This design comes from an exercise in tuning for a short achievable clock period and few clock cycles per item on the open sky130 flow, not from production work. Only simulation tests tie the RTL to the original design; equivalence was not proved. No run shown here takes its clock network from TritonCTS; it comes from the design's own scripts or RTL. The clock port is modelled as an ideal driver, which makes a skipped or thinned clock tree look cheaper than it is; a real chip needs a root buffer or a tree. Power is estimated from default activity; no workload was simulated.

==> flow/design.v (outline; a module is shown in full before it is edited, if it fits) <==
// module ook_encoder: 941 lines
// module ook_decoder: 7456 lines
// module fht8v_ook_codec: 34 lines
module fht8v_ook_codec (
  input  wire        clk,
  input  wire        rst,
  input  wire        enc_in_valid,
  output wire        enc_in_ready,
  input  wire [47:0] enc_in_msg,
  output wire        enc_out_valid,
  input  wire        enc_out_ready,
  output wire [7:0]  enc_out_byte,
  output wire        enc_out_last,
  input  wire        dec_in_valid,
  output wire        dec_in_ready,
  input  wire [7:0]  dec_in_byte,
  input  wire        dec_in_last,
  input  wire        dec_in_strict,
  output wire        dec_out_valid,
  input  wire        dec_out_ready,
  output wire [47:0] dec_out_msg,
  output wire [1:0]  dec_out_err
);
  // ...
==> flow/flow/run.sh <==
#!/bin/bash
set -euo pipefail
export PRE_CTS_TCL="$PWD/flow/mytree.tcl"
export MT_GROUP=24
export MT_ROOTS=4
bash standard.sh > standard_flow.log 2>&1
==> flow/flow/mytree.tcl <==
rename clock_tree_synthesis __triton_cts
proc mt_split {items ngroups} {
  # split items ({iterm x y}) into ngroups groups of about equal size by
  # cutting at the median of the longer side, recursively
  if {$ngroups <= 1} { return [list $items] }
  set xs [lmap i $items {lindex $i 1}]
  set ys [lmap i $items {lindex $i 2}]
  set dx [expr {[tcl::mathfunc::max {*}$xs] - [tcl::mathfunc::min {*}$xs]}]
  set dy [expr {[tcl::mathfunc::max {*}$ys] - [tcl::mathfunc::min {*}$ys]}]
  set idx [expr {$dx >= $dy ? 1 : 2}]
  set sorted [lsort -integer -index $idx $items]
  set n [llength $sorted]
  set left [expr {$ngroups / 2}]
  set cut [expr {int(round(double($n) * $left / $ngroups))}]
  return [concat [mt_split [lrange $sorted 0 [expr {$cut - 1}]] $left] \
                 [mt_split [lrange $sorted $cut end] [expr {$ngroups - $left}]]]
}
proc mt_center {items} {
  set sx 0; set sy 0
  foreach s $items { set sx [expr {$sx + [lindex $s 1]}]; set sy [expr {$sy + [lindex $s 2]}] }
  set n [llength $items]
  return [list [expr {int($sx / $n)}] [expr {int($sy / $n)}]]
}
proc mt_buf {block master name innet outnet x y} {
  set inst [odb::dbInst_create $block $master $name]
  [$inst findITerm A] connect $innet
  [$inst findITerm X] connect $outnet
  $inst setLocation $x $y
  $inst setPlacementStatus PLACED
  return $inst
}
proc clock_tree_synthesis {args} {
  set gmax $::env(MT_GROUP)
  set nroots $::env(MT_ROOTS)
  set block [ord::get_db_block]
  set db [ord::get_db]
  set master [$db findMaster sky130_fd_sc_hd__clkbuf_16]
  set clk [$block findNet clk]
  set items {}
  foreach it [$clk getITerms] {
    set bb [[$it getInst] getBBox]
    lappend items [list $it [expr {([$bb xMin] + [$bb xMax]) / 2}] [expr {([$bb yMin] + [$bb yMax]) / 2}]]
  }
  set n [llength $items]
  set nleaves [expr {int(ceil(double($n) / $gmax))}]
  # leaves per root, rounded up to a whole number per root
  set per [expr {int(ceil(double($nleaves) / $nroots))}]
  set nleaves [expr {$per * $nroots}]
  set regions [mt_split $items $nroots]
  puts "mytree: $n sinks, $nroots roots, $per leaves per root"
  set li 0
  set ri 0
  foreach reg $regions {
    set rnet [odb::dbNet_create $block clknet_root_$ri]
    $rnet setSigType CLOCK
    set groups [mt_split $reg $per]
    set leafpos {}
    foreach g $groups {
      set net [odb::dbNet_create $block clknet_leaf_$li]
      $net setSigType CLOCK
      foreach s $g {
        set it [lindex $s 0]
        $it disconnect
        $it connect $net
      }
      lassign [mt_center $g] gx gy
      mt_buf $block $master cts_leaf_$li $rnet $net $gx $gy
      lappend leafpos [list {} $gx $gy]
      puts "mytree: root $ri leaf $li: [llength $g] sinks at [expr {$gx / 1000.0}] [expr {$gy / 1000.0}]"
      incr li
    }
    lassign [mt_center $leafpos] rx ry
    mt_buf $block $master cts_root_$ri $clk $rnet $rx $ry
    incr ri
  }
  $clk setSigType CLOCK
  set_propagated_clock [all_clocks]
}
==> flow/standard.sh <==
#!/bin/bash
# synth_recipe.tcl (not shown) runs the flow's synth.tcl, then flattens the netlist and writes it again
# the make line also repeats each setting of config.mk as NAME=value (left out here)
make -C /OpenROAD-flow-scripts/flow DESIGN_CONFIG=/design/flow/config.mk WORK_HOME=/design/flow/orfs CLKGATE_MAP_FILE= SYNTH_SCRIPT=/design/flow/synth_recipe.tcl "${@:-finish}"
==> flow/config.mk <==
export PLATFORM = sky130hd
export DESIGN_NAME = fht8v_ook_codec
export DESIGN_NICKNAME = fht8v_ook_codec
export VERILOG_FILES = /design/flow/design.v
export SDC_FILE = /design/flow/constraint.sdc
export NUM_CORES = 4
export LEC_CHECK = 0
export ABC_CLOCK_PERIOD_IN_PS = 1500
export CAP_MARGIN = 20
export CORE_MARGIN = 2
export CORE_UTILIZATION = 55
export CTS_BUF_LIST = sky130_fd_sc_hd__clkbuf_16 sky130_fd_sc_hd__clkbuf_8
export CTS_CLUSTER_DIAMETER = 60
export CTS_CLUSTER_SIZE = 24
export SETUP_SLACK_MARGIN = 3.3
export SLEW_MARGIN = 20
==> flow/constraint.sdc <==
create_clock -name core_clock -period 5.0 [get_ports {clk}]
set_input_delay 1.0000 -clock core_clock [delete_from_list [all_inputs] [get_ports {clk}]]
set_output_delay 1.0000 -clock core_clock [all_outputs]
set_load 0.01 [all_outputs]
==> impl_results.md, run 1 <==
* Status: timing/DRC/antenna clean
* Worst-Margin Slew at 0.729 ns
* Largest regs: u_dec.qmsg (96), u_enc.bits (54)
* Wire length per cell at 19.3 µm
* IO Count at 127
* Worst hold slack at 0.333 ns
* Multi-input logic area at 8370 µm²
* Tapcell Cnt at 461
* Mapped Cells at 1,741
* Cell area after placement at 21,800 µm²
* Xor/xnor share of the synthesized area at 0.0227
* Critical path cell sequence: buf_8 -> or2_4 -> o21ai_4 -> ha_4 -> or3_1 -> a21oi_1
* Ant. Diodes at 0
* Largest net degree at the start of global routing at 51
* Ranking of synthesized cells by area: edfxtp_1 40%, dfxtp_1 21%, mux2i_1 5.7%, nor2_1 4.4%, nand2_1 3.6%
* Worst IR Drop VDD at 0.253 mV
* Pint at 6.48 mW
* GRT Util Overall at 0.224
* Register area at 12,400 µm²
* Initial antenna violation count at 0
* Post-synth top flop: edfxtp_1
* CP required at 5.26 ns
* Worst-Skew Late Latency at 0.34 ns
* Yosys reg bits at 479
* Finished Cell Area at 25,300 µm²
* Layout cells sized above 1 at 0.316
* HPWL after detailed placement at 23,800 µm
* Met2 routed WL at 22,400 µm
* R2R depth at 7
* Critical path class: input pin to flip-flop
* Crit Path Max Fanout at 3
* Met1 Wirelength at 20,300 µm
* Hold Fails Final Rpt at 0
* Grt ovf at 0
* Post-synthesis cell area at 20,000 µm²
* Syn_nets at 1,818
* Drt drc at 0
* Post-cts resize count at 547
* DR iter-0 viols at 1,046
* Top Consumer: sequential cells
* Largest cell class: sequential cells
Testbench counts, summed over its fixed seeds: cycles 33,894, items 768.
==> module ook_encoder, before the edit <==
module ook_encoder (
  input  wire        clk,
  input  wire        rst,
  input  wire        in_valid,
  output wire        in_ready,
  input  wire [47:0] in_msg,       
  output reg         out_valid,
  input  wire        out_ready,
  output reg  [7:0]  out_byte,
  output reg         out_last
);
  localparam NB = 56;              
  reg        in_rdy;               
  reg        nfull;                
  reg [47:0] nmsg;
  assign in_ready = in_rdy;
  reg          act;                
  reg  [8:0]   prem;               
  reg          eng;                
  reg  [NB-1:0] bits;              
  reg  [5:0]   nrem;               
  reg          v1, v2, v3;         
  reg  [2:0]   r;                  
  reg          rge2, rge4;         
  reg          t;                  
  reg        qv;
  reg  [7:0] qb;
  reg        ql;
  reg        sv;
  reg  [7:0] sb;
  reg        sl;
  reg        oempty;               
  wire space = !sv;
  wire start = space && !act && nfull;
  wire run   = space && act;
  wire inpre = act && !eng;
  function [NB-1:0] frame_bits(input [47:0] m);
    integer i;
    begin
      frame_bits = {NB{1'b0}};
      for (i = 0; i < 6; i = i + 1)
        frame_bits[NB-1-9*i -: 9] = {m[47-8*i -: 8], ^m[47-8*i -: 8]};
    end
  endfunction
function [7:0] enc_tab_byte(input [8:0] x);
  case (x)
    9'h000: enc_tab_byte = 8'h00;
    9'h001: enc_tab_byte = 8'h00;
    9'h002: enc_tab_byte = 8'h00;
    9'h003: enc_tab_byte = 8'h00;
    9'h004: enc_tab_byte = 8'hc0;
    9'h005: enc_tab_byte = 8'hc0;
    9'h006: enc_tab_byte = 8'hcc;
    9'h007: enc_tab_byte = 8'hcc;
    9'h008: enc_tab_byte = 8'h00;
    9'h009: enc_tab_byte = 8'h00;
    9'h00a: enc_tab_byte = 8'h00;
    9'h00b: enc_tab_byte = 8'h00;
    9'h00c: enc_tab_byte = 8'hc0;
    9'h00d: enc_tab_byte = 8'hc0;
    9'h00e: enc_tab_byte = 8'hce;
    9'h00f: enc_tab_byte = 8'hce;
    9'h010: enc_tab_byte = 8'h00;
    9'h011: enc_tab_byte = 8'h00;
    9'h012: enc_tab_byte = 8'h00;
    9'h013: enc_tab_byte = 8'h00;
    9'h014: enc_tab_byte = 8'he0;
    9'h015: enc_tab_byte = 8'he0;
    9'h016: enc_tab_byte = 8'he3;
    9'h017: enc_tab_byte = 8'he3;
    9'h018: enc_tab_byte = 8'h00;
    9'h019: enc_tab_byte = 8'h00;
    9'h01a: enc_tab_byte = 8'h00;
    9'h01b: enc_tab_byte = 8'h00;
    9'h01c: enc_tab_byte = 8'he0;
    9'h01d: enc_tab_byte = 8'he0;
    9'h01e: enc_tab_byte = 8'he3;
    9'h01f: enc_tab_byte = 8'he3;
    9'h020: enc_tab_byte = 8'h00;
    9'h021: enc_tab_byte = 8'h00;
    9'h022: enc_tab_byte = 8'h00;
    9'h023: enc_tab_byte = 8'h00;
    9'h024: enc_tab_byte = 8'hc0;
    9'h025: enc_tab_byte = 8'hc0;
    9'h026: enc_tab_byte = 8'hcc;
    9'h027: enc_tab_byte = 8'hcc;
    9'h028: enc_tab_byte = 8'h00;
    9'h029: enc_tab_byte = 8'h00;
    9'h02a: enc_tab_byte = 8'h00;
    9'h02b: enc_tab_byte = 8'h00;
    9'h02c: enc_tab_byte = 8'hc0;
    9'h02d: enc_tab_byte = 8'hc0;
    9'h02e: enc_tab_byte = 8'hce;
    9'h02f: enc_tab_byte = 8'hce;
    9'h030: enc_tab_byte = 8'h00;
    9'h031: enc_tab_byte = 8'h00;
    9'h032: enc_tab_byte = 8'h00;
    9'h033: enc_tab_byte = 8'h00;
    9'h034: enc_tab_byte = 8'he0;
    9'h035: enc_tab_byte = 8'he0;
    9'h036: enc_tab_byte = 8'he3;
    9'h037: enc_tab_byte = 8'he3;
    9'h038: enc_tab_byte = 8'h00;
    9'h039: enc_tab_byte = 8'h00;
    9'h03a: enc_tab_byte = 8'h00;
    9'h03b: enc_tab_byte = 8'h00;
    9'h03c: enc_tab_byte = 8'he0;
    9'h03d: enc_tab_byte = 8'he0;
    9'h03e: enc_tab_byte = 8'he3;
    9'h03f: enc_tab_byte = 8'he3;
    9'h040: enc_tab_byte = 8'h00;
    9'h041: enc_tab_byte = 8'h00;
    9'h042: enc_tab_byte = 8'h00;
    9'h043: enc_tab_byte = 8'h00;
    9'h044: enc_tab_byte = 8'h60;
    9'h045: enc_tab_byte = 8'h60;
    9'h046: enc_tab_byte = 8'h66;
    9'h047: enc_tab_byte = 8'h66;
    9'h048: enc_tab_byte = 8'h00;
    9'h049: enc_tab_byte = 8'h00;
    9'h04a: enc_tab_byte = 8'h00;
    9'h04b: enc_tab_byte = 8'h00;
    9'h04c: enc_tab_byte = 8'h60;
    9'h04d: enc_tab_byte = 8'h60;
    9'h04e: enc_tab_byte = 8'h67;
    9'h04f: enc_tab_byte = 8'h67;
    9'h050: enc_tab_byte = 8'h00;
    9'h051: enc_tab_byte = 8'h00;
    9'h052: enc_tab_byte = 8'h00;
    9'h053: enc_tab_byte = 8'h00;
    9'h054: enc_tab_byte = 8'h70;
    9'h055: enc_tab_byte = 8'h70;
    9'h056: enc_tab_byte = 8'h71;
    9'h057: enc_tab_byte = 8'h71;
    9'h058: enc_tab_byte = 8'h00;
    9'h059: enc_tab_byte = 8'h00;
    9'h05a: enc_tab_byte = 8'h00;
    9'h05b: enc_tab_byte = 8'h00;
    9'h05c: enc_tab_byte = 8'h70;
    9'h05d: enc_tab_byte = 8'h70;
    9'h05e: enc_tab_byte = 8'h71;
    9'h05f: enc_tab_byte = 8'h71;
    9'h060: enc_tab_byte = 8'h00;
    9'h061: enc_tab_byte = 8'h00;
    9'h062: enc_tab_byte = 8'h00;
    9'h063: enc_tab_byte = 8'h00;
    9'h064: enc_tab_byte = 8'h60;
    9'h065: enc_tab_byte = 8'h60;
    9'h066: enc_tab_byte = 8'h66;
    9'h067: enc_tab_byte = 8'h66;
    9'h068: enc_tab_byte = 8'h00;
    9'h069: enc_tab_byte = 8'h00;
    9'h06a: enc_tab_byte = 8'h00;
    9'h06b: enc_tab_byte = 8'h00;
    9'h06c: enc_tab_byte = 8'h60;
    9'h06d: enc_tab_byte = 8'h60;
    9'h06e: enc_tab_byte = 8'h67;
    9'h06f: enc_tab_byte = 8'h67;
    9'h070: enc_tab_byte = 8'h00;
    9'h071: enc_tab_byte = 8'h00;
    9'h072: enc_tab_byte = 8'h00;
    9'h073: enc_tab_byte = 8'h00;
    9'h074: enc_tab_byte = 8'h70;
    9'h075: enc_tab_byte = 8'h70;
    9'h076: enc_tab_byte = 8'h71;
    9'h077: enc_tab_byte = 8'h71;
    9'h078: enc_tab_byte = 8'h00;
    9'h079: enc_tab_byte = 8'h00;
    9'h07a: enc_tab_byte = 8'h00;
    9'h07b: enc_tab_byte = 8'h00;
    9'h07c: enc_tab_byte = 8'h70;
    9'h07d: enc_tab_byte = 8'h70;
    9'h07e: enc_tab_byte = 8'h71;
    9'h07f: enc_tab_byte = 8'h71;
    9'h080: enc_tab_byte = 8'h00;
    9'h081: enc_tab_byte = 8'h00;
    9'h082: enc_tab_byte = 8'h00;
    9'h083: enc_tab_byte = 8'h00;
    9'h084: enc_tab_byte = 8'h30;
    9'h085: enc_tab_byte = 8'h30;
    9'h086: enc_tab_byte = 8'h33;
    9'h087: enc_tab_byte = 8'h33;
    9'h088: enc_tab_byte = 8'h00;
    9'h089: enc_tab_byte = 8'h00;
    9'h08a: enc_tab_byte = 8'h00;
    9'h08b: enc_tab_byte = 8'h00;
    9'h08c: enc_tab_byte = 8'h30;
    9'h08d: enc_tab_byte = 8'h30;
    9'h08e: enc_tab_byte = 8'h33;
    9'h08f: enc_tab_byte = 8'h33;
    9'h090: enc_tab_byte = 8'h00;
    9'h091: enc_tab_byte = 8'h00;
    9'h092: enc_tab_byte = 8'h00;
    9'h093: enc_tab_byte = 8'h00;
    9'h094: enc_tab_byte = 8'h38;
    9'h095: enc_tab_byte = 8'h38;
    9'h096: enc_tab_byte = 8'h38;
    9'h097: enc_tab_byte = 8'h38;
    9'h098: enc_tab_byte = 8'h00;
    9'h099: enc_tab_byte = 8'h00;
    9'h09a: enc_tab_byte = 8'h00;
    9'h09b: enc_tab_byte = 8'h00;
    9'h09c: enc_tab_byte = 8'h38;
    9'h09d: enc_tab_byte = 8'h38;
    9'h09e: enc_tab_byte = 8'h38;
    9'h09f: enc_tab_byte = 8'h38;
    9'h0a0: enc_tab_byte = 8'h00;
    9'h0a1: enc_tab_byte = 8'h00;
    9'h0a2: enc_tab_byte = 8'h00;
    9'h0a3: enc_tab_byte = 8'h00;
    9'h0a4: enc_tab_byte = 8'h30;
    9'h0a5: enc_tab_byte = 8'h30;
    9'h0a6: enc_tab_byte = 8'h33;
    9'h0a7: enc_tab_byte = 8'h33;
    9'h0a8: enc_tab_byte = 8'h00;
    9'h0a9: enc_tab_byte = 8'h00;
    9'h0aa: enc_tab_byte = 8'h00;
    9'h0ab: enc_tab_byte = 8'h00;
    9'h0ac: enc_tab_byte = 8'h30;
    9'h0ad: enc_tab_byte = 8'h30;
    9'h0ae: enc_tab_byte = 8'h33;
    9'h0af: enc_tab_byte = 8'h33;
    9'h0b0: enc_tab_byte = 8'h00;
    9'h0b1: enc_tab_byte = 8'h00;
    9'h0b2: enc_tab_byte = 8'h00;
    9'h0b3: enc_tab_byte = 8'h00;
    9'h0b4: enc_tab_byte = 8'h38;
    9'h0b5: enc_tab_byte = 8'h38;
    9'h0b6: enc_tab_byte = 8'h38;
    9'h0b7: enc_tab_byte = 8'h38;
    9'h0b8: enc_tab_byte = 8'h00;
    9'h0b9: enc_tab_byte = 8'h00;
    9'h0ba: enc_tab_byte = 8'h00;
    9'h0bb: enc_tab_byte = 8'h00;
    9'h0bc: enc_tab_byte = 8'h38;
    9'h0bd: enc_tab_byte = 8'h38;
    9'h0be: enc_tab_byte = 8'h38;
    9'h0bf: enc_tab_byte = 8'h38;
    9'h0c0: enc_tab_byte = 8'h80;
    9'h0c1: enc_tab_byte = 8'h80;
    9'h0c2: enc_tab_byte = 8'h80;
    9'h0c3: enc_tab_byte = 8'h80;
    9'h0c4: enc_tab_byte = 8'h98;
    9'h0c5: enc_tab_byte = 8'h98;
    9'h0c6: enc_tab_byte = 8'h99;
    9'h0c7: enc_tab_byte = 8'h99;
    9'h0c8: enc_tab_byte = 8'h80;
    9'h0c9: enc_tab_byte = 8'h80;
    9'h0ca: enc_tab_byte = 8'h80;
    9'h0cb: enc_tab_byte = 8'h80;
    9'h0cc: enc_tab_byte = 8'h98;
    9'h0cd: enc_tab_byte = 8'h98;
    9'h0ce: enc_tab_byte = 8'h99;
    9'h0cf: enc_tab_byte = 8'h99;
    9'h0d0: enc_tab_byte = 8'h80;
    9'h0d1: enc_tab_byte = 8'h80;
    9'h0d2: enc_tab_byte = 8'h80;
    9'h0d3: enc_tab_byte = 8'h80;
    9'h0d4: enc_tab_byte = 8'h9c;
    9'h0d5: enc_tab_byte = 8'h9c;
    9'h0d6: enc_tab_byte = 8'h9c;
    9'h0d7: enc_tab_byte = 8'h9c;
    9'h0d8: enc_tab_byte = 8'h80;
    9'h0d9: enc_tab_byte = 8'h80;
    9'h0da: enc_tab_byte = 8'h80;
    9'h0db: enc_tab_byte = 8'h80;
    9'h0dc: enc_tab_byte = 8'h9c;
    9'h0dd: enc_tab_byte = 8'h9c;
    9'h0de: enc_tab_byte = 8'h9c;
    9'h0df: enc_tab_byte = 8'h9c;
    9'h0e0: enc_tab_byte = 8'h00;
    9'h0e1: enc_tab_byte = 8'h00;
    9'h0e2: enc_tab_byte = 8'h00;
    9'h0e3: enc_tab_byte = 8'h00;
    9'h0e4: enc_tab_byte = 8'h18;
    9'h0e5: enc_tab_byte = 8'h18;
    9'h0e6: enc_tab_byte = 8'h19;
    9'h0e7: enc_tab_byte = 8'h19;
    9'h0e8: enc_tab_byte = 8'h00;
    9'h0e9: enc_tab_byte = 8'h00;
    9'h0ea: enc_tab_byte = 8'h00;
    9'h0eb: enc_tab_byte = 8'h00;
    9'h0ec: enc_tab_byte = 8'h18;
    9'h0ed: enc_tab_byte = 8'h18;
    9'h0ee: enc_tab_byte = 8'h19;
    9'h0ef: enc_tab_byte = 8'h19;
    9'h0f0: enc_tab_byte = 8'h00;
    9'h0f1: enc_tab_byte = 8'h00;
    9'h0f2: enc_tab_byte = 8'h00;
    9'h0f3: enc_tab_byte = 8'h00;
    9'h0f4: enc_tab_byte = 8'h1c;
    9'h0f5: enc_tab_byte = 8'h1c;
    9'h0f6: enc_tab_byte = 8'h1c;
    9'h0f7: enc_tab_byte = 8'h1c;
    9'h0f8: enc_tab_byte = 8'h00;
    9'h0f9: enc_tab_byte = 8'h00;
    9'h0fa: enc_tab_byte = 8'h00;
    9'h0fb: enc_tab_byte = 8'h00;
    9'h0fc: enc_tab_byte = 8'h1c;
    9'h0fd: enc_tab_byte = 8'h1c;
    9'h0fe: enc_tab_byte = 8'h1c;
    9'h0ff: enc_tab_byte = 8'h1c;
    9'h100: enc_tab_byte = 8'hc0;
    9'h101: enc_tab_byte = 8'hc0;
    9'h102: enc_tab_byte = 8'hc0;
    9'h103: enc_tab_byte = 8'hc0;
    9'h104: enc_tab_byte = 8'hcc;
    9'h105: enc_tab_byte = 8'hcc;
    9'h106: enc_tab_byte = 8'hcc;
    9'h107: enc_tab_byte = 8'hcc;
    9'h108: enc_tab_byte = 8'hc0;
    9'h109: enc_tab_byte = 8'hc0;
    9'h10a: enc_tab_byte = 8'hc0;
    9'h10b: enc_tab_byte = 8'hc0;
    9'h10c: enc_tab_byte = 8'hcc;
    9'h10d: enc_tab_byte = 8'hcc;
    9'h10e: enc_tab_byte = 8'hcc;
    9'h10f: enc_tab_byte = 8'hcc;
    9'h110: enc_tab_byte = 8'hc0;
    9'h111: enc_tab_byte = 8'hc0;
    9'h112: enc_tab_byte = 8'hc0;
    9'h113: enc_tab_byte = 8'hc0;
    9'h114: enc_tab_byte = 8'hce;
    9'h115: enc_tab_byte = 8'hce;
    9'h116: enc_tab_byte = 8'hce;
    9'h117: enc_tab_byte = 8'hce;
    9'h118: enc_tab_byte = 8'hc0;
    9'h119: enc_tab_byte = 8'hc0;
    9'h11a: enc_tab_byte = 8'hc0;
    9'h11b: enc_tab_byte = 8'hc0;
    9'h11c: enc_tab_byte = 8'hce;
    9'h11d: enc_tab_byte = 8'hce;
    9'h11e: enc_tab_byte = 8'hce;
    9'h11f: enc_tab_byte = 8'hce;
    9'h120: enc_tab_byte = 8'h80;
    9'h121: enc_tab_byte = 8'h80;
    9'h122: enc_tab_byte = 8'h80;
    9'h123: enc_tab_byte = 8'h80;
    9'h124: enc_tab_byte = 8'h8c;
    9'h125: enc_tab_byte = 8'h8c;
    9'h126: enc_tab_byte = 8'h8c;
    9'h127: enc_tab_byte = 8'h8c;
    9'h128: enc_tab_byte = 8'h80;
    9'h129: enc_tab_byte = 8'h80;
    9'h12a: enc_tab_byte = 8'h80;
    9'h12b: enc_tab_byte = 8'h80;
    9'h12c: enc_tab_byte = 8'h8c;
    9'h12d: enc_tab_byte = 8'h8c;
    9'h12e: enc_tab_byte = 8'h8c;
    9'h12f: enc_tab_byte = 8'h8c;
    9'h130: enc_tab_byte = 8'h80;
    9'h131: enc_tab_byte = 8'h80;
    9'h132: enc_tab_byte = 8'h80;
    9'h133: enc_tab_byte = 8'h80;
    9'h134: enc_tab_byte = 8'h8e;
    9'h135: enc_tab_byte = 8'h8e;
    9'h136: enc_tab_byte = 8'h8e;
    9'h137: enc_tab_byte = 8'h8e;
    9'h138: enc_tab_byte = 8'h80;
    9'h139: enc_tab_byte = 8'h80;
    9'h13a: enc_tab_byte = 8'h80;
    9'h13b: enc_tab_byte = 8'h80;
    9'h13c: enc_tab_byte = 8'h8e;
    9'h13d: enc_tab_byte = 8'h8e;
    9'h13e: enc_tab_byte = 8'h8e;
    9'h13f: enc_tab_byte = 8'h8e;
    9'h160: enc_tab_byte = 8'hc0;
    9'h161: enc_tab_byte = 8'hc0;
    9'h162: enc_tab_byte = 8'hc0;
    9'h163: enc_tab_byte = 8'hc0;
    9'h164: enc_tab_byte = 8'hc6;
    9'h165: enc_tab_byte = 8'hc6;
    9'h166: enc_tab_byte = 8'hc6;
    9'h167: enc_tab_byte = 8'hc6;
    9'h168: enc_tab_byte = 8'hc0;
    9'h169: enc_tab_byte = 8'hc0;
    9'h16a: enc_tab_byte = 8'hc0;
    9'h16b: enc_tab_byte = 8'hc0;
    9'h16c: enc_tab_byte = 8'hc6;
    9'h16d: enc_tab_byte = 8'hc6;
    9'h16e: enc_tab_byte = 8'hc6;
    9'h16f: enc_tab_byte = 8'hc6;
    9'h170: enc_tab_byte = 8'hc0;
    9'h171: enc_tab_byte = 8'hc0;
    9'h172: enc_tab_byte = 8'hc0;
    9'h173: enc_tab_byte = 8'hc0;
    9'h174: enc_tab_byte = 8'hc7;
    9'h175: enc_tab_byte = 8'hc7;
    9'h176: enc_tab_byte = 8'hc7;
    9'h177: enc_tab_byte = 8'hc7;
    9'h178: enc_tab_byte = 8'hc0;
    9'h179: enc_tab_byte = 8'hc0;
    9'h17a: enc_tab_byte = 8'hc0;
    9'h17b: enc_tab_byte = 8'hc0;
    9'h17c: enc_tab_byte = 8'hc7;
    9'h17d: enc_tab_byte = 8'hc7;
    9'h17e: enc_tab_byte = 8'hc7;
    9'h17f: enc_tab_byte = 8'hc7;
    9'h1a0: enc_tab_byte = 8'he0;
    9'h1a1: enc_tab_byte = 8'he0;
    9'h1a2: enc_tab_byte = 8'he0;
    9'h1a3: enc_tab_byte = 8'he0;
    9'h1a4: enc_tab_byte = 8'he3;
    9'h1a5: enc_tab_byte = 8'he3;
    9'h1a6: enc_tab_byte = 8'he3;
    9'h1a7: enc_tab_byte = 8'he3;
    9'h1a8: enc_tab_byte = 8'he0;
    9'h1a9: enc_tab_byte = 8'he0;
    9'h1aa: enc_tab_byte = 8'he0;
    9'h1ab: enc_tab_byte = 8'he0;
    9'h1ac: enc_tab_byte = 8'he3;
    9'h1ad: enc_tab_byte = 8'he3;
    9'h1ae: enc_tab_byte = 8'he3;
    9'h1af: enc_tab_byte = 8'he3;
    9'h1b0: enc_tab_byte = 8'he0;
    9'h1b1: enc_tab_byte = 8'he0;
    9'h1b2: enc_tab_byte = 8'he0;
    9'h1b3: enc_tab_byte = 8'he0;
    9'h1b4: enc_tab_byte = 8'he3;
    9'h1b5: enc_tab_byte = 8'he3;
    9'h1b6: enc_tab_byte = 8'he3;
    9'h1b7: enc_tab_byte = 8'he3;
    9'h1b8: enc_tab_byte = 8'he0;
    9'h1b9: enc_tab_byte = 8'he0;
    9'h1ba: enc_tab_byte = 8'he0;
    9'h1bb: enc_tab_byte = 8'he0;
    9'h1bc: enc_tab_byte = 8'he3;
    9'h1bd: enc_tab_byte = 8'he3;
    9'h1be: enc_tab_byte = 8'he3;
    9'h1bf: enc_tab_byte = 8'he3;
    default: enc_tab_byte = 8'h00;
  endcase
endfunction
function [6:0] enc_tab_st(input [8:0] x);
  case (x)
    9'h000: enc_tab_st = 7'h01;
    9'h001: enc_tab_st = 7'h01;
    9'h002: enc_tab_st = 7'h01;
    9'h003: enc_tab_st = 7'h01;
    9'h004: enc_tab_st = 7'h01;
    9'h005: enc_tab_st = 7'h01;
    9'h006: enc_tab_st = 7'h01;
    9'h007: enc_tab_st = 7'h00;
    9'h008: enc_tab_st = 7'h01;
    9'h009: enc_tab_st = 7'h01;
    9'h00a: enc_tab_st = 7'h01;
    9'h00b: enc_tab_st = 7'h01;
    9'h00c: enc_tab_st = 7'h01;
    9'h00d: enc_tab_st = 7'h01;
    9'h00e: enc_tab_st = 7'h2c;
    9'h00f: enc_tab_st = 7'h2c;
    9'h010: enc_tab_st = 7'h01;
    9'h011: enc_tab_st = 7'h01;
    9'h012: enc_tab_st = 7'h01;
    9'h013: enc_tab_st = 7'h01;
    9'h014: enc_tab_st = 7'h09;
    9'h015: enc_tab_st = 7'h09;
    9'h016: enc_tab_st = 7'h24;
    9'h017: enc_tab_st = 7'h24;
    9'h018: enc_tab_st = 7'h01;
    9'h019: enc_tab_st = 7'h01;
    9'h01a: enc_tab_st = 7'h01;
    9'h01b: enc_tab_st = 7'h01;
    9'h01c: enc_tab_st = 7'h09;
    9'h01d: enc_tab_st = 7'h09;
    9'h01e: enc_tab_st = 7'h4e;
    9'h01f: enc_tab_st = 7'h4e;
    9'h020: enc_tab_st = 7'h09;
    9'h021: enc_tab_st = 7'h09;
    9'h022: enc_tab_st = 7'h09;
    9'h023: enc_tab_st = 7'h09;
    9'h024: enc_tab_st = 7'h01;
    9'h025: enc_tab_st = 7'h01;
    9'h026: enc_tab_st = 7'h01;
    9'h027: enc_tab_st = 7'h00;
    9'h028: enc_tab_st = 7'h09;
    9'h029: enc_tab_st = 7'h09;
    9'h02a: enc_tab_st = 7'h09;
    9'h02b: enc_tab_st = 7'h09;
    9'h02c: enc_tab_st = 7'h01;
    9'h02d: enc_tab_st = 7'h01;
    9'h02e: enc_tab_st = 7'h2c;
    9'h02f: enc_tab_st = 7'h2c;
    9'h030: enc_tab_st = 7'h09;
    9'h031: enc_tab_st = 7'h09;
    9'h032: enc_tab_st = 7'h09;
    9'h033: enc_tab_st = 7'h09;
    9'h034: enc_tab_st = 7'h09;
    9'h035: enc_tab_st = 7'h09;
    9'h036: enc_tab_st = 7'h24;
    9'h037: enc_tab_st = 7'h24;
    9'h038: enc_tab_st = 7'h09;
    9'h039: enc_tab_st = 7'h09;
    9'h03a: enc_tab_st = 7'h09;
    9'h03b: enc_tab_st = 7'h09;
    9'h03c: enc_tab_st = 7'h09;
    9'h03d: enc_tab_st = 7'h09;
    9'h03e: enc_tab_st = 7'h4e;
    9'h03f: enc_tab_st = 7'h4e;
    9'h040: enc_tab_st = 7'h01;
    9'h041: enc_tab_st = 7'h01;
    9'h042: enc_tab_st = 7'h01;
    9'h043: enc_tab_st = 7'h01;
    9'h044: enc_tab_st = 7'h01;
    9'h045: enc_tab_st = 7'h01;
    9'h046: enc_tab_st = 7'h10;
    9'h047: enc_tab_st = 7'h10;
    9'h048: enc_tab_st = 7'h01;
    9'h049: enc_tab_st = 7'h01;
    9'h04a: enc_tab_st = 7'h01;
    9'h04b: enc_tab_st = 7'h01;
    9'h04c: enc_tab_st = 7'h01;
    9'h04d: enc_tab_st = 7'h01;
    9'h04e: enc_tab_st = 7'h3c;
    9'h04f: enc_tab_st = 7'h3c;
    9'h050: enc_tab_st = 7'h01;
    9'h051: enc_tab_st = 7'h01;
    9'h052: enc_tab_st = 7'h01;
    9'h053: enc_tab_st = 7'h01;
    9'h054: enc_tab_st = 7'h09;
    9'h055: enc_tab_st = 7'h09;
    9'h056: enc_tab_st = 7'h34;
    9'h057: enc_tab_st = 7'h34;
    9'h058: enc_tab_st = 7'h01;
    9'h059: enc_tab_st = 7'h01;
    9'h05a: enc_tab_st = 7'h01;
    9'h05b: enc_tab_st = 7'h01;
    9'h05c: enc_tab_st = 7'h09;
    9'h05d: enc_tab_st = 7'h09;
    9'h05e: enc_tab_st = 7'h5e;
    9'h05f: enc_tab_st = 7'h5e;
    9'h060: enc_tab_st = 7'h09;
    9'h061: enc_tab_st = 7'h09;
    9'h062: enc_tab_st = 7'h09;
    9'h063: enc_tab_st = 7'h09;
    9'h064: enc_tab_st = 7'h01;
    9'h065: enc_tab_st = 7'h01;
    9'h066: enc_tab_st = 7'h10;
    9'h067: enc_tab_st = 7'h10;
    9'h068: enc_tab_st = 7'h09;
    9'h069: enc_tab_st = 7'h09;
    9'h06a: enc_tab_st = 7'h09;
    9'h06b: enc_tab_st = 7'h09;
    9'h06c: enc_tab_st = 7'h01;
    9'h06d: enc_tab_st = 7'h01;
    9'h06e: enc_tab_st = 7'h3c;
    9'h06f: enc_tab_st = 7'h3c;
    9'h070: enc_tab_st = 7'h09;
    9'h071: enc_tab_st = 7'h09;
    9'h072: enc_tab_st = 7'h09;
    9'h073: enc_tab_st = 7'h09;
    9'h074: enc_tab_st = 7'h09;
    9'h075: enc_tab_st = 7'h09;
    9'h076: enc_tab_st = 7'h34;
    9'h077: enc_tab_st = 7'h34;
    9'h078: enc_tab_st = 7'h09;
    9'h079: enc_tab_st = 7'h09;
    9'h07a: enc_tab_st = 7'h09;
    9'h07b: enc_tab_st = 7'h09;
    9'h07c: enc_tab_st = 7'h09;
    9'h07d: enc_tab_st = 7'h09;
    9'h07e: enc_tab_st = 7'h5e;
    9'h07f: enc_tab_st = 7'h5e;
    9'h080: enc_tab_st = 7'h01;
    9'h081: enc_tab_st = 7'h01;
    9'h082: enc_tab_st = 7'h01;
    9'h083: enc_tab_st = 7'h01;
    9'h084: enc_tab_st = 7'h01;
    9'h085: enc_tab_st = 7'h01;
    9'h086: enc_tab_st = 7'h24;
    9'h087: enc_tab_st = 7'h24;
    9'h088: enc_tab_st = 7'h01;
    9'h089: enc_tab_st = 7'h01;
    9'h08a: enc_tab_st = 7'h01;
    9'h08b: enc_tab_st = 7'h01;
    9'h08c: enc_tab_st = 7'h01;
    9'h08d: enc_tab_st = 7'h01;
    9'h08e: enc_tab_st = 7'h4e;
    9'h08f: enc_tab_st = 7'h4e;
    9'h090: enc_tab_st = 7'h01;
    9'h091: enc_tab_st = 7'h01;
    9'h092: enc_tab_st = 7'h01;
    9'h093: enc_tab_st = 7'h01;
    9'h094: enc_tab_st = 7'h09;
    9'h095: enc_tab_st = 7'h09;
    9'h096: enc_tab_st = 7'h08;
    9'h097: enc_tab_st = 7'h08;
    9'h098: enc_tab_st = 7'h01;
    9'h099: enc_tab_st = 7'h01;
    9'h09a: enc_tab_st = 7'h01;
    9'h09b: enc_tab_st = 7'h01;
    9'h09c: enc_tab_st = 7'h09;
    9'h09d: enc_tab_st = 7'h09;
    9'h09e: enc_tab_st = 7'h08;
    9'h09f: enc_tab_st = 7'h08;
    9'h0a0: enc_tab_st = 7'h09;
    9'h0a1: enc_tab_st = 7'h09;
    9'h0a2: enc_tab_st = 7'h09;
    9'h0a3: enc_tab_st = 7'h09;
    9'h0a4: enc_tab_st = 7'h01;
    9'h0a5: enc_tab_st = 7'h01;
    9'h0a6: enc_tab_st = 7'h24;
    9'h0a7: enc_tab_st = 7'h24;
    9'h0a8: enc_tab_st = 7'h09;
    9'h0a9: enc_tab_st = 7'h09;
    9'h0aa: enc_tab_st = 7'h09;
    9'h0ab: enc_tab_st = 7'h09;
    9'h0ac: enc_tab_st = 7'h01;
    9'h0ad: enc_tab_st = 7'h01;
    9'h0ae: enc_tab_st = 7'h4e;
    9'h0af: enc_tab_st = 7'h4e;
    9'h0b0: enc_tab_st = 7'h09;
    9'h0b1: enc_tab_st = 7'h09;
    9'h0b2: enc_tab_st = 7'h09;
    9'h0b3: enc_tab_st = 7'h09;
    9'h0b4: enc_tab_st = 7'h09;
    9'h0b5: enc_tab_st = 7'h09;
    9'h0b6: enc_tab_st = 7'h08;
    9'h0b7: enc_tab_st = 7'h08;
    9'h0b8: enc_tab_st = 7'h09;
    9'h0b9: enc_tab_st = 7'h09;
    9'h0ba: enc_tab_st = 7'h09;
    9'h0bb: enc_tab_st = 7'h09;
    9'h0bc: enc_tab_st = 7'h09;
    9'h0bd: enc_tab_st = 7'h09;
    9'h0be: enc_tab_st = 7'h08;
    9'h0bf: enc_tab_st = 7'h08;
    9'h0c0: enc_tab_st = 7'h01;
    9'h0c1: enc_tab_st = 7'h01;
    9'h0c2: enc_tab_st = 7'h01;
    9'h0c3: enc_tab_st = 7'h01;
    9'h0c4: enc_tab_st = 7'h01;
    9'h0c5: enc_tab_st = 7'h01;
    9'h0c6: enc_tab_st = 7'h34;
    9'h0c7: enc_tab_st = 7'h34;
    9'h0c8: enc_tab_st = 7'h01;
    9'h0c9: enc_tab_st = 7'h01;
    9'h0ca: enc_tab_st = 7'h01;
    9'h0cb: enc_tab_st = 7'h01;
    9'h0cc: enc_tab_st = 7'h01;
    9'h0cd: enc_tab_st = 7'h01;
    9'h0ce: enc_tab_st = 7'h5e;
    9'h0cf: enc_tab_st = 7'h5e;
    9'h0d0: enc_tab_st = 7'h01;
    9'h0d1: enc_tab_st = 7'h01;
    9'h0d2: enc_tab_st = 7'h01;
    9'h0d3: enc_tab_st = 7'h01;
    9'h0d4: enc_tab_st = 7'h18;
    9'h0d5: enc_tab_st = 7'h18;
    9'h0d6: enc_tab_st = 7'h18;
    9'h0d7: enc_tab_st = 7'h18;
    9'h0d8: enc_tab_st = 7'h01;
    9'h0d9: enc_tab_st = 7'h01;
    9'h0da: enc_tab_st = 7'h01;
    9'h0db: enc_tab_st = 7'h01;
    9'h0dc: enc_tab_st = 7'h18;
    9'h0dd: enc_tab_st = 7'h18;
    9'h0de: enc_tab_st = 7'h18;
    9'h0df: enc_tab_st = 7'h18;
    9'h0e0: enc_tab_st = 7'h09;
    9'h0e1: enc_tab_st = 7'h09;
    9'h0e2: enc_tab_st = 7'h09;
    9'h0e3: enc_tab_st = 7'h09;
    9'h0e4: enc_tab_st = 7'h01;
    9'h0e5: enc_tab_st = 7'h01;
    9'h0e6: enc_tab_st = 7'h34;
    9'h0e7: enc_tab_st = 7'h34;
    9'h0e8: enc_tab_st = 7'h09;
    9'h0e9: enc_tab_st = 7'h09;
    9'h0ea: enc_tab_st = 7'h09;
    9'h0eb: enc_tab_st = 7'h09;
    9'h0ec: enc_tab_st = 7'h01;
    9'h0ed: enc_tab_st = 7'h01;
    9'h0ee: enc_tab_st = 7'h5e;
    9'h0ef: enc_tab_st = 7'h5e;
    9'h0f0: enc_tab_st = 7'h09;
    9'h0f1: enc_tab_st = 7'h09;
    9'h0f2: enc_tab_st = 7'h09;
    9'h0f3: enc_tab_st = 7'h09;
    9'h0f4: enc_tab_st = 7'h18;
    9'h0f5: enc_tab_st = 7'h18;
    9'h0f6: enc_tab_st = 7'h18;
    9'h0f7: enc_tab_st = 7'h18;
    9'h0f8: enc_tab_st = 7'h09;
    9'h0f9: enc_tab_st = 7'h09;
    9'h0fa: enc_tab_st = 7'h09;
    9'h0fb: enc_tab_st = 7'h09;
    9'h0fc: enc_tab_st = 7'h18;
    9'h0fd: enc_tab_st = 7'h18;
    9'h0fe: enc_tab_st = 7'h18;
    9'h0ff: enc_tab_st = 7'h18;
    9'h100: enc_tab_st = 7'h01;
    9'h101: enc_tab_st = 7'h01;
    9'h102: enc_tab_st = 7'h01;
    9'h103: enc_tab_st = 7'h01;
    9'h104: enc_tab_st = 7'h01;
    9'h105: enc_tab_st = 7'h01;
    9'h106: enc_tab_st = 7'h00;
    9'h107: enc_tab_st = 7'h00;
    9'h108: enc_tab_st = 7'h01;
    9'h109: enc_tab_st = 7'h01;
    9'h10a: enc_tab_st = 7'h01;
    9'h10b: enc_tab_st = 7'h01;
    9'h10c: enc_tab_st = 7'h01;
    9'h10d: enc_tab_st = 7'h01;
    9'h10e: enc_tab_st = 7'h00;
    9'h10f: enc_tab_st = 7'h00;
    9'h110: enc_tab_st = 7'h01;
    9'h111: enc_tab_st = 7'h01;
    9'h112: enc_tab_st = 7'h01;
    9'h113: enc_tab_st = 7'h01;
    9'h114: enc_tab_st = 7'h2c;
    9'h115: enc_tab_st = 7'h2c;
    9'h116: enc_tab_st = 7'h2c;
    9'h117: enc_tab_st = 7'h2c;
    9'h118: enc_tab_st = 7'h01;
    9'h119: enc_tab_st = 7'h01;
    9'h11a: enc_tab_st = 7'h01;
    9'h11b: enc_tab_st = 7'h01;
    9'h11c: enc_tab_st = 7'h2c;
    9'h11d: enc_tab_st = 7'h2c;
    9'h11e: enc_tab_st = 7'h2c;
    9'h11f: enc_tab_st = 7'h2c;
    9'h120: enc_tab_st = 7'h09;
    9'h121: enc_tab_st = 7'h09;
    9'h122: enc_tab_st = 7'h09;
    9'h123: enc_tab_st = 7'h09;
    9'h124: enc_tab_st = 7'h01;
    9'h125: enc_tab_st = 7'h01;
    9'h126: enc_tab_st = 7'h00;
    9'h127: enc_tab_st = 7'h00;
    9'h128: enc_tab_st = 7'h09;
    9'h129: enc_tab_st = 7'h09;
    9'h12a: enc_tab_st = 7'h09;
    9'h12b: enc_tab_st = 7'h09;
    9'h12c: enc_tab_st = 7'h01;
    9'h12d: enc_tab_st = 7'h01;
    9'h12e: enc_tab_st = 7'h00;
    9'h12f: enc_tab_st = 7'h00;
    9'h130: enc_tab_st = 7'h09;
    9'h131: enc_tab_st = 7'h09;
    9'h132: enc_tab_st = 7'h09;
    9'h133: enc_tab_st = 7'h09;
    9'h134: enc_tab_st = 7'h2c;
    9'h135: enc_tab_st = 7'h2c;
    9'h136: enc_tab_st = 7'h2c;
    9'h137: enc_tab_st = 7'h2c;
    9'h138: enc_tab_st = 7'h09;
    9'h139: enc_tab_st = 7'h09;
    9'h13a: enc_tab_st = 7'h09;
    9'h13b: enc_tab_st = 7'h09;
    9'h13c: enc_tab_st = 7'h2c;
    9'h13d: enc_tab_st = 7'h2c;
    9'h13e: enc_tab_st = 7'h2c;
    9'h13f: enc_tab_st = 7'h2c;
    9'h160: enc_tab_st = 7'h09;
    9'h161: enc_tab_st = 7'h09;
    9'h162: enc_tab_st = 7'h09;
    9'h163: enc_tab_st = 7'h09;
    9'h164: enc_tab_st = 7'h10;
    9'h165: enc_tab_st = 7'h10;
    9'h166: enc_tab_st = 7'h10;
    9'h167: enc_tab_st = 7'h10;
    9'h168: enc_tab_st = 7'h09;
    9'h169: enc_tab_st = 7'h09;
    9'h16a: enc_tab_st = 7'h09;
    9'h16b: enc_tab_st = 7'h09;
    9'h16c: enc_tab_st = 7'h10;
    9'h16d: enc_tab_st = 7'h10;
    9'h16e: enc_tab_st = 7'h10;
    9'h16f: enc_tab_st = 7'h10;
    9'h170: enc_tab_st = 7'h09;
    9'h171: enc_tab_st = 7'h09;
    9'h172: enc_tab_st = 7'h09;
    9'h173: enc_tab_st = 7'h09;
    9'h174: enc_tab_st = 7'h3c;
    9'h175: enc_tab_st = 7'h3c;
    9'h176: enc_tab_st = 7'h3c;
    9'h177: enc_tab_st = 7'h3c;
    9'h178: enc_tab_st = 7'h09;
    9'h179: enc_tab_st = 7'h09;
    9'h17a: enc_tab_st = 7'h09;
    9'h17b: enc_tab_st = 7'h09;
    9'h17c: enc_tab_st = 7'h3c;
    9'h17d: enc_tab_st = 7'h3c;
    9'h17e: enc_tab_st = 7'h3c;
    9'h17f: enc_tab_st = 7'h3c;
    9'h1a0: enc_tab_st = 7'h09;
    9'h1a1: enc_tab_st = 7'h09;
    9'h1a2: enc_tab_st = 7'h09;
    9'h1a3: enc_tab_st = 7'h09;
    9'h1a4: enc_tab_st = 7'h24;
    9'h1a5: enc_tab_st = 7'h24;
    9'h1a6: enc_tab_st = 7'h24;
    9'h1a7: enc_tab_st = 7'h24;
    9'h1a8: enc_tab_st = 7'h09;
    9'h1a9: enc_tab_st = 7'h09;
    9'h1aa: enc_tab_st = 7'h09;
    9'h1ab: enc_tab_st = 7'h09;
    9'h1ac: enc_tab_st = 7'h24;
    9'h1ad: enc_tab_st = 7'h24;
    9'h1ae: enc_tab_st = 7'h24;
    9'h1af: enc_tab_st = 7'h24;
    9'h1b0: enc_tab_st = 7'h09;
    9'h1b1: enc_tab_st = 7'h09;
    9'h1b2: enc_tab_st = 7'h09;
    9'h1b3: enc_tab_st = 7'h09;
    9'h1b4: enc_tab_st = 7'h4e;
    9'h1b5: enc_tab_st = 7'h4e;
    9'h1b6: enc_tab_st = 7'h4e;
    9'h1b7: enc_tab_st = 7'h4e;
    9'h1b8: enc_tab_st = 7'h09;
    9'h1b9: enc_tab_st = 7'h09;
    9'h1ba: enc_tab_st = 7'h09;
    9'h1bb: enc_tab_st = 7'h09;
    9'h1bc: enc_tab_st = 7'h4e;
    9'h1bd: enc_tab_st = 7'h4e;
    9'h1be: enc_tab_st = 7'h4e;
    9'h1bf: enc_tab_st = 7'h4e;
    default: enc_tab_st = 7'h00;
  endcase
endfunction
  wire       b1 = bits[NB-1], b2 = bits[NB-2];
  wire [14:0] et = {enc_tab_byte({r, t, b1, b2, v1, v2, v3}), enc_tab_st({r, t, b1, b2, v1, v2, v3})};
  wire [7:0] ebyte = et[14:7];
  wire [2:0] r_n   = et[6:4];
  wire       t_n   = et[3];
  wire       elast = et[0];
  wire       one   = b1 ? rge2 : rge4;
  wire       push  = start || run;
  wire [7:0] pbyte = start ? 8'hAA : inpre ? (prem[6] ? 8'hAA : 8'hCC) : ebyte;
  wire       plast = !start && !inpre && elast;
  always @(posedge clk) begin
    if (!nfull)
      nmsg <= in_msg;
    if (start) begin
      prem <= 9'h1ff;
      bits <= frame_bits(nmsg);
      nrem <= NB;
    end else if (run) begin
      if (inpre)
        prem <= {1'b0, prem[8:1]};
      else if (one) begin
        bits <= {bits[NB-2:0], 1'b0};
        nrem <= nrem - 6'd1;
      end else begin
        bits <= {bits[NB-3:0], 2'b0};
        nrem <= nrem - 6'd2;
      end
    end
    if (rst) begin
      in_rdy <= 1'b1;
      nfull  <= 1'b0;
      act    <= 1'b0;
      eng    <= 1'b0;
      r      <= 3'd0;
      t      <= 1'b0;
      rge2   <= 1'b0;
      rge4   <= 1'b0;
      v1     <= 1'b0;
      v2     <= 1'b0;
      v3     <= 1'b0;
    end else begin
      if (start) begin
        in_rdy <= 1'b1;
        nfull  <= 1'b0;
      end else if (in_valid && !nfull) begin
        in_rdy <= 1'b0;
        nfull  <= 1'b1;
      end
      if (start) begin
        act  <= 1'b1;
        v1   <= 1'b1;
        v2   <= 1'b1;
        v3   <= 1'b1;
        r    <= 3'd6;
        rge2 <= 1'b1;
        rge4 <= 1'b1;
        t    <= 1'b1;
      end else if (run) begin
        if (inpre) begin
          if (!prem[1])
            eng <= 1'b1;
        end else begin
          r    <= r_n;
          t    <= t_n;
          rge2 <= et[2];
          rge4 <= et[1];
          if (one) begin
            v1   <= (nrem >= 6'd2);
            v2   <= (nrem >= 6'd3);
            v3   <= (nrem >= 6'd4);
          end else begin
            v1   <= (nrem >= 6'd3);
            v2   <= (nrem >= 6'd4);
            v3   <= (nrem >= 6'd5);
          end
          if (elast) begin
            act <= 1'b0;
            eng <= 1'b0;
          end
        end
      end
    end
  end
  always @(posedge clk) begin
    if (!sv) begin
      qb <= pbyte;
      ql <= plast;
    end
    if (rst) begin
      qv        <= 1'b0;
      out_valid <= 1'b0;
      oempty    <= 1'b1;
      out_byte  <= 8'd0;
      out_last  <= 1'b0;
      sv        <= 1'b0;
    end else begin
      if (!sv)
        qv <= push;
      if (oempty || out_ready) begin
        if (sv) begin
          out_valid <= 1'b1;
          oempty    <= 1'b0;
          out_byte  <= sb;
          out_last  <= sl;
          sv        <= 1'b0;
        end else begin
          out_valid <= qv;
          oempty    <= !qv;
          out_byte  <= qb;
          out_last  <= ql;
        end
      end else if (!sv) begin
        sv <= qv;
        sb <= qb;
        sl <= ql;
      end
    end
  end
endmodule
==> run 2: changes to the inputs <==
--- a/flow/design.v
+++ b/flow/design.v
@@ -12,39 +12,54 @@
   localparam NB = 56;              
   reg        in_rdy;               
   reg        nfull;                
   reg [47:0] nmsg;
   assign in_ready = in_rdy;
   reg          act;                
   reg  [8:0]   prem;               
   reg          eng;                
-  reg  [NB-1:0] bits;              
-  reg  [5:0]   nrem;               
-  reg          v1, v2, v3;         
+  reg  [2:0]   w;                  
+  reg  [2:0]   vw;                 
+  reg  [NB-4:0] body;              
+  reg  [NB-4:0] vbody;             
   reg  [2:0]   r;                  
   reg          rge2, rge4;         
   reg          t;                  
   reg        qv;
   reg  [7:0] qb;
   reg        ql;
   reg        sv;
   reg  [7:0] sb;
   reg        sl;
   reg        oempty;               
   wire space = !sv;
   wire start = space && !act && nfull;
   wire run   = space && act;
   wire inpre = act && !eng;
-  function [NB-1:0] frame_bits(input [47:0] m);
+  function [NB-1:0] frame_all(input [47:0] m);
     integer i;
     begin
-      frame_bits = {NB{1'b0}};
+      frame_all = {NB{1'b0}};
       for (i = 0; i < 6; i = i + 1)
-        frame_bits[NB-1-9*i -: 9] = {m[47-8*i -: 8], ^m[47-8*i -: 8]};
+        frame_all[NB-1-9*i -: 9] = {m[47-8*i -: 8], ^m[47-8*i -: 8]};
+    end
+  endfunction
+  function [2:0] frame_bits_top(input [47:0] m);
+    reg [NB-1:0] a;
+    begin
+      a = frame_all(m);
+      frame_bits_top = a[NB-1:NB-3];
+    end
+  endfunction
+  function [NB-4:0] frame_bits(input [47:0] m);
+    reg [NB-1:0] a;
+    begin
+      a = frame_all(m);
+      frame_bits = a[NB-4:0];
     end
   endfunction
 function [7:0] enc_tab_byte(input [8:0] x);
   case (x)
     9'h000: enc_tab_byte = 8'h00;
     9'h001: enc_tab_byte = 8'h00;
     9'h002: enc_tab_byte = 8'h00;
     9'h003: enc_tab_byte = 8'h00;
@@ -815,90 +830,87 @@
     9'h1bb: enc_tab_st = 7'h09;
     9'h1bc: enc_tab_st = 7'h4e;
     9'h1bd: enc_tab_st = 7'h4e;
     9'h1be: enc_tab_st = 7'h4e;
     9'h1bf: enc_tab_st = 7'h4e;
     default: enc_tab_st = 7'h00;
   endcase
 endfunction
-  wire       b1 = bits[NB-1], b2 = bits[NB-2];
+  wire       b1 = w[2], b2 = w[1];
+  wire       v1 = vw[2], v2 = vw[1], v3 = vw[0];
   wire [14:0] et = {enc_tab_byte({r, t, b1, b2, v1, v2, v3}), enc_tab_st({r, t, b1, b2, v1, v2, v3})};
   wire [7:0] ebyte = et[14:7];
   wire [2:0] r_n   = et[6:4];
   wire       t_n   = et[3];
   wire       elast = et[0];
   wire       one   = b1 ? rge2 : rge4;
   wire       push  = start || run;
   wire [7:0] pbyte = start ? 8'hAA : inpre ? (prem[6] ? 8'hAA : 8'hCC) : ebyte;
   wire       plast = !start && !inpre && elast;
   always @(posedge clk) begin
     if (!nfull)
       nmsg <= in_msg;
     if (start) begin
       prem <= 9'h1ff;
-      bits <= frame_bits(nmsg);
-      nrem <= NB;
+      body  <= frame_bits(nmsg);
+      vbody <= {(NB-3){1'b1}};
     end else if (run) begin
       if (inpre)
         prem <= {1'b0, prem[8:1]};
       else if (one) begin
-        bits <= {bits[NB-2:0], 1'b0};
-        nrem <= nrem - 6'd1;
+        body  <= {body[NB-5:0], 1'b0};
+        vbody <= {vbody[NB-5:0], 1'b0};
       end else begin
-        bits <= {bits[NB-3:0], 2'b0};
-        nrem <= nrem - 6'd2;
+        body  <= {body[NB-6:0], 2'b0};
+        vbody <= {vbody[NB-6:0], 2'b0};
       end
     end
     if (rst) begin
       in_rdy <= 1'b1;
       nfull  <= 1'b0;
       act    <= 1'b0;
       eng    <= 1'b0;
       r      <= 3'd0;
       t      <= 1'b0;
       rge2   <= 1'b0;
       rge4   <= 1'b0;
-      v1     <= 1'b0;
-      v2     <= 1'b0;
-      v3     <= 1'b0;
+      w      <= 3'd0;
+      vw     <= 3'd0;
     end else begin
       if (start) begin
         in_rdy <= 1'b1;
         nfull  <= 1'b0;
       end else if (in_valid && !nfull) begin
         in_rdy <= 1'b0;
         nfull  <= 1'b1;
       end
       if (start) begin
         act  <= 1'b1;
-        v1   <= 1'b1;
-        v2   <= 1'b1;
-        v3   <= 1'b1;
+        w    <= frame_bits_top(nmsg);
+        vw   <= 3'b111;
         r    <= 3'd6;
         rge2 <= 1'b1;
         rge4 <= 1'b1;
         t    <= 1'b1;
       end else if (run) begin
         if (inpre) begin
           if (!prem[1])
             eng <= 1'b1;
         end else begin
           r    <= r_n;
           t    <= t_n;
           rge2 <= et[2];
           rge4 <= et[1];
           if (one) begin
-            v1   <= (nrem >= 6'd2);
-            v2   <= (nrem >= 6'd3);
-            v3   <= (nrem >= 6'd4);
+            w  <= {w[1:0], body[NB-4]};
+            vw <= {vw[1:0], vbody[NB-4]};
           end else begin
-            v1   <= (nrem >= 6'd3);
-            v2   <= (nrem >= 6'd4);
-            v3   <= (nrem >= 6'd5);
+            w  <= {w[0], body[NB-4:NB-5]};
+            vw <= {vw[0], vbody[NB-4:NB-5]};
           end
           if (elast) begin
             act <= 1'b0;
             eng <= 1'b0;
           end
         end
       end
     end
@@ -8227,17 +8239,17 @@
   reg        done;
   reg [47:0] msg;
   reg        rv;                   
   reg        rempty;               
   reg [47:0] rmsg;
   reg [1:0]  rerr;
   reg [47:0] qmsg [0:QN-1];
   reg [1:0]  qerr [0:QN-1];
-  reg [1:0]  qcnt;
+  reg [1:0]  qcnt;                 
   reg        wp, rp;
   reg [2:0]  pend;                 
   assign res_valid = rv;
   assign res_msg   = rmsg;
   assign res_err   = rerr;
   reg s3sy, s3a, s3b, s3q1;
   always @(*) begin
     s3sy = sync; s3a = 1'b0; s3b = 1'b0; s3q1 = d2y1;
@@ -8363,40 +8375,40 @@
         else if (s5ev)
           done <= 1'b1;
       end
     end
     if (d4v)
       msg <= s5msg;
   end
   wire qfree = !qcnt[1];
-  wire qpop  = (rempty || res_ready) && (qcnt != 2'd0);
+  wire qpop  = (rempty || res_ready) && qcnt[0];
   always @(posedge clk) begin
     if (qfree) begin
       qmsg[wp] <= r6m;
       qerr[wp] <= r6e;
     end
     if (rst) begin
       rv <= 1'b0; rempty <= 1'b1; qcnt <= 2'd0; wp <= 1'b0; rp <= 1'b0;
       rmsg <= 48'd0; rerr <= E_OK;
     end else begin
       if (rempty || res_ready) begin
-        rv     <= qcnt != 2'd0;
-        rempty <= qcnt == 2'd0;
+        rv     <= qcnt[0];
+        rempty <= !qcnt[0];
         rmsg   <= qmsg[rp];
         rerr   <= qerr[rp];
       end
       if (qpop)
         rp <= !rp;
       if (r6v)
         wp <= !wp;
       if (r6v && !qpop)
-        qcnt <= qcnt + 2'd1;
+        qcnt <= {qcnt[0], 1'b1};
       else if (!r6v && qpop)
-        qcnt <= qcnt - 2'd1;
+        qcnt <= {1'b0, qcnt[1]};
     end
   end
 endmodule
 module fht8v_ook_codec (
   input  wire        clk,
   input  wire        rst,
   input  wire        enc_in_valid,
   output wire        enc_in_ready,
==> flow/config.mk (replaced) <==
export PLATFORM = sky130hd
export DESIGN_NAME = fht8v_ook_codec
export DESIGN_NICKNAME = fht8v_ook_codec
export VERILOG_FILES = /design/flow/design.v
export SDC_FILE = /design/flow/constraint.sdc
export NUM_CORES = 4
export LEC_CHECK = 0
export ABC_CLOCK_PERIOD_IN_PS = 1500
export CAP_MARGIN = 20
export CORE_MARGIN = 2
export CORE_UTILIZATION = 65
export CTS_BUF_LIST = sky130_fd_sc_hd__clkbuf_16 sky130_fd_sc_hd__clkbuf_8
export CTS_CLUSTER_DIAMETER = 60
export CTS_CLUSTER_SIZE = 24
export SETUP_SLACK_MARGIN = 3.3
export SLEW_MARGIN = 20
==> impl_results.md, run 2 <==
* Via count at 15,400 (was 14,100)
* Fillers at 1,962 (was 2,513)
* Total routed wirelength at 50,300 µm (was 46,000 µm)
* Clock transition at path regs at 0.09 ns (about the same)
* Worst IR Drop VDD at 0.229 mV (was 0.253 mV)
* Final min period at 1.89 ns (was 1.90 ns)
* Ys async rst share at 0 (unchanged)
* Hold Path Class: flip-flop to flip-flop (unchanged)
* Met2 routed WL at 25,100 µm (was 22,400 µm)
* RR Startpoint: u_dec.d4d1 (was u_enc.bits[55])
* Die Y-Extent at 187 µm (was 195 µm)
* Syn_nets at 2,030 (was 1,818)
* Max-slew headroom at 0.446 (was 0.511)
* Xor/xnor share of the synthesized area at 0.0197 (was 0.0227)
* Crit path max-delay family: buffers and inverters (was simple AND/OR/NAND/NOR gates)
* I/O Buffers at 126 (unchanged)
* Nets@finish at 2,179 (was 2,003)
* Status: timing/DRC/antenna clean (unchanged)
* Number of global-route vias before repair at 15,000 (was 13,400)
* Vias per cell at 6.04 (was 5.91)
* Avg Inst Size Synth at 11.1 µm² (was 11.5 µm²)
* Worst Path Buf+Inv at 5 (was 1)
* FMAX at 530 MHz (was 528 MHz)
* Crit Path Max Fanout at 5 (was 3)
* Synth top cells by count: 282 x nand2_1, 265 x edfxtp_1, 261 x dfxtp_1 (was 268 x edfxtp_1, 232 x nor2_1, 211 x dfxtp_1)
* Yosys reg bits at 526 (was 479)
* Cell accounting for the most synthesized area: edfxtp_1 (unchanged)
* DR iter-0 viols at 1,332 (was 1,046)
* Pwr Total at 8.03 mW (was 8.87 mW)
* Post-synth top area share at 0.366 (was 0.403)
* Largest reg by FF count: u_dec.qmsg (unchanged)
* Core Region at 32,700 µm² (was 35,700 µm²)
* Crit share post-route at 0.378 (was 0.379)
* Final Wtd Congestion at 0.843 (was 0.860)
* Critical path cell sequence: buf_8 -> or2_4 -> buf_12 -> buf_6 -> buf_12 -> buf_16 -> a211oi_4 (was buf_8 -> or2_4 -> o21ai_4 -> ha_4 -> or3_1 -> a21oi_1)
* Distinct cells, synth at 73 (was 82)
* Worst hold slack at 0.326 ns (was 0.333 ns)
* DR top layer: met4 (unchanged)
* Synth-to-layout area growth at 20.0% (was 26.8%)
* Slew Limit Fails at 0 (unchanged)
* Commonest non-fill, non-tap cell in the layout: nand2_1 (was edfxtp_1)
* CP startpoint kind: input pin (unchanged)
* Worst-Margin Slew at 0.825 ns (was 0.729 ns)
* CP startpoint: dec_out_ready (unchanged)
* Die Area at 34,900 µm² (was 37,900 µm²)
* Ranking of synthesized cells by area: edfxtp_1 37%, dfxtp_1 24%, mux2i_1 6.7%, nand2_1 4.9%, nor2_1 4.2% (was edfxtp_1 40%, dfxtp_1 21%, mux2i_1 5.7%, nor2_1 4.4%, nand2_1 3.6%)
* Most frequent cells in the layout: 281 x nand2_1, 265 x edfxtp_1, 202 x nor2_1 (was 268 x edfxtp_1, 184 x nor2_1, 137 x nand2_1)
* Final core utilization at 0.798 (was 0.711)
* CP required at 5.26 ns (about the same)
* HP Start: u_dec.d2e[0] (was u_dec.d0s)
* Critical Path AT at 2.15 ns (about the same)
* Critical Path Most Common Cell: buf_12
* Setup Viol. Count Final at 0 (unchanged)
* Wire length per cell at 19.7 µm (was 19.3 µm)
* RSZ-0062 raised after global routing: yes (unchanged)
* IO Count at 127 (unchanged)
* Crit. End Element: flip-flop (unchanged)
* Finished Cell Area at 26,100 µm² (was 25,300 µm²)
* Multiplexer share of the synthesized area at 0.0978 (was 0.0810)
* Clock Skews at 0.00984 ns (was 0.0241 ns)
* Layout cells sized above 1 at 0.252 (was 0.316)
* Simple-gate share of the synthesized area at 0.136 (was 0.128)
* Post-synthesis cell area at 21,700 µm² (was 20,000 µm²)
* Initial antenna violation count at 0 (unchanged)
* Met1 Wirelength at 20,800 µm (was 20,300 µm)
* Chip width at 187 µm (was 195 µm)
* Critical path class: input pin to flip-flop (unchanged)
* Initial Util at 0.665 (was 0.560)
* Cell area after placement at 23,500 µm² (was 21,800 µm²)
* Post-synth top flop: edfxtp_1 (unchanged)
* Mapped Cells at 1,960 (was 1,741)
* Seq/Total Area, Yosys at 0.606 (was 0.614)
* Drt drc at 0 (unchanged)
* Largest regs: u_dec.qmsg (96), u_enc.vbody (53), u_enc.body (51) (was u_dec.qmsg (96), u_enc.bits (54))
* Power Dens Cells at 308 nW/µm² (was 350 nW/µm²)
* Leakage at 9.21 nW (was 8.81 nW)
* First-pass GRT wire length at 76,900 µm (was 70,300 µm)
* Worst-Skew Late Latency at 0.34 ns (about the same)
* Met3 wire len at 2670 µm (was 2270 µm)
* Final setup TNS at 0 ns (unchanged)
* Grt ovf at 0 (unchanged)
* Hold Fails Final Rpt at 0 (unchanged)
* Max-cap viol count at 0 (unchanged)
* Total iterations of the first detailed-routing run at 6 (was 5)
* Max reg flops at 96 (unchanged)
* Largest net degree at the start of global routing at 107 (was 51)
* Routed Antenna Nets at 0 (unchanged)
* Ant. Diodes at 0 (unchanged)
* Yosys warns at 2 (unchanged)
* Number of flops mapped to enable cells by yosys at 265 (was 268)
* Cell with the most instances after synthesis: nand2_1 (was edfxtp_1)
* Crit-path max cell delay at 0.27 ns (was 0.33 ns)
* GRT Util Overall at 0.265 (was 0.224)
* Largest family of logic cells by synthesized area: simple AND/OR/NAND/NOR gates (unchanged)
* Site Rows at 66 (was 69)
* Post-synthesis compound-gate area fraction at 0.101 (was 0.110)
* Post-Synth Adder-Cell Area at 0.00345 (was 0.00864)
* HPWL after detailed placement at 26,300 µm (was 23,800 µm)
* Crit-path slowest cell: or2_4 (was or3_1)
[run 2: cell count changes after synthesis, moves of 12 or more]
| cell | delta |
|---|---|
| dfxtp_1 | +50 |
| nor2_1 | +12 |
| mux2i_1 | +31 |
| mux2_2 | +21 |
| a21oi_1 | +13 |
| o22ai_1 | -18 |
| o31ai_1 | -18 |
| nand2_1 | +92 |
| a31oi_1 | +51 |
[run 2: worst paths after layout]
kind | slack (ns) | to | depth (start not counted)
hold reg to reg | 0.33 | u_dec.d3e[0] | 0
hold / removal | 0.33 | u_dec.d3e[0] | 0
setup / recovery | 3.11 | u_dec.rmsg[43] | 7
setup reg to reg | 3.22 | u_dec.qmsg[0][25] | 5
[run 2: cell families after synthesis]
logic type / Yosys count
adders and majority gates: 6
buffers and inverters: 162
DFF: 526
muxes: 203
and+or+nand+nor: 678
AOI/OAI and AO/OA: 337
xor gates and xnor gates: 48
[run 2: report_power, final]
group          leakage, nW  switching (mW)  internal [mW]  total, mW
combinational         4.37           0.466          0.417      0.883
clock                0.345            1.24           1.01       2.24
sequential            4.49           0.162           4.74       4.90
total                 9.21            1.86           6.17       8.03
[run 2: worst register-to-register path, delay by kind of cell (launching register included)]
| family | cells | cell delay, ns |
|---|---|---|
| buf+inv | 2 | 0.33 |
| flops | 1 | 0.43 |
| mux | 3 | 0.78 |
[run 2: repair_timing]
action	CTS	global route
hold buffers	0	0
resized for setup	481	71
cloned	16	7
setup buffers	61	33
pin swaps	13	15
endpoints found under the setup margin	548	250
[run 2: per-stage QoR]
step | setup slack, ns | std cells
6_report | 3.11 | 2549
3_5_place_dp | 2.04 | 2404
5_1_grt | 3.10 | 2549
2_1_floorplan | 2.98 | 1960
4_1_cts | 3.16 | 2509
3_3_place_gp | 2.14 | 2404
[run 2: routing by layer]
metal  track usage  up-vias
met1         0.349     7512
li1              -     7266
met3        0.0246      100
met4        0.0846        0
met5             0        -
met2         0.467      512
[run 2: final cells by class]
| class | instances | area [µm²] | area share |
|---|---|---|---|
| repair buffers | 249 | 2780 | 0.107 |
| inverters | 23 | 91.3 | 0.00350 |
| flip-flops and latches | 526 | 13300 | 0.511 |
| multi-input cells | 1281 | 8630 | 0.331 |
| well taps | 442 | 553 | 0.0212 |
| plain buffers | 28 | 701 | 0.0268 |
Testbench counts of run 2, summed over its fixed seeds: cycles 33,894, items 768.

what the ideal ports hide:
No port has a modelled driver above. Below, the same layouts with a new extraction and two added sets of constraints.
Step 1: set_driving_cell puts a clkbuf_16 on clk and a buf_2 on each other input, an assumption about the parent block.
Step 2 also shifts input and output timing later by t, the mid clock arrival at the registers, as if the neighbouring blocks saw the same clock.
a / b / c = no drivers / after step 1 / after step 2; a / b = the first two.
| run | t (ns) | slack for setup (ns) | worst setup path after step 2 | pins driven straight from the clock port |
|---|---|---|---|---|
| run 1 | 0.440 | 3.104 / 3.066 / 2.730 | input to register | 4 |
| run 2 | 0.459 | 3.112 / 3.037 / 2.735 | input to register | 4 |
After both steps every run listed still meets setup and hold. The setup slack of run 2, which loses most, moves by -0.075 ns with the drivers and by -0.377 ns with both steps.
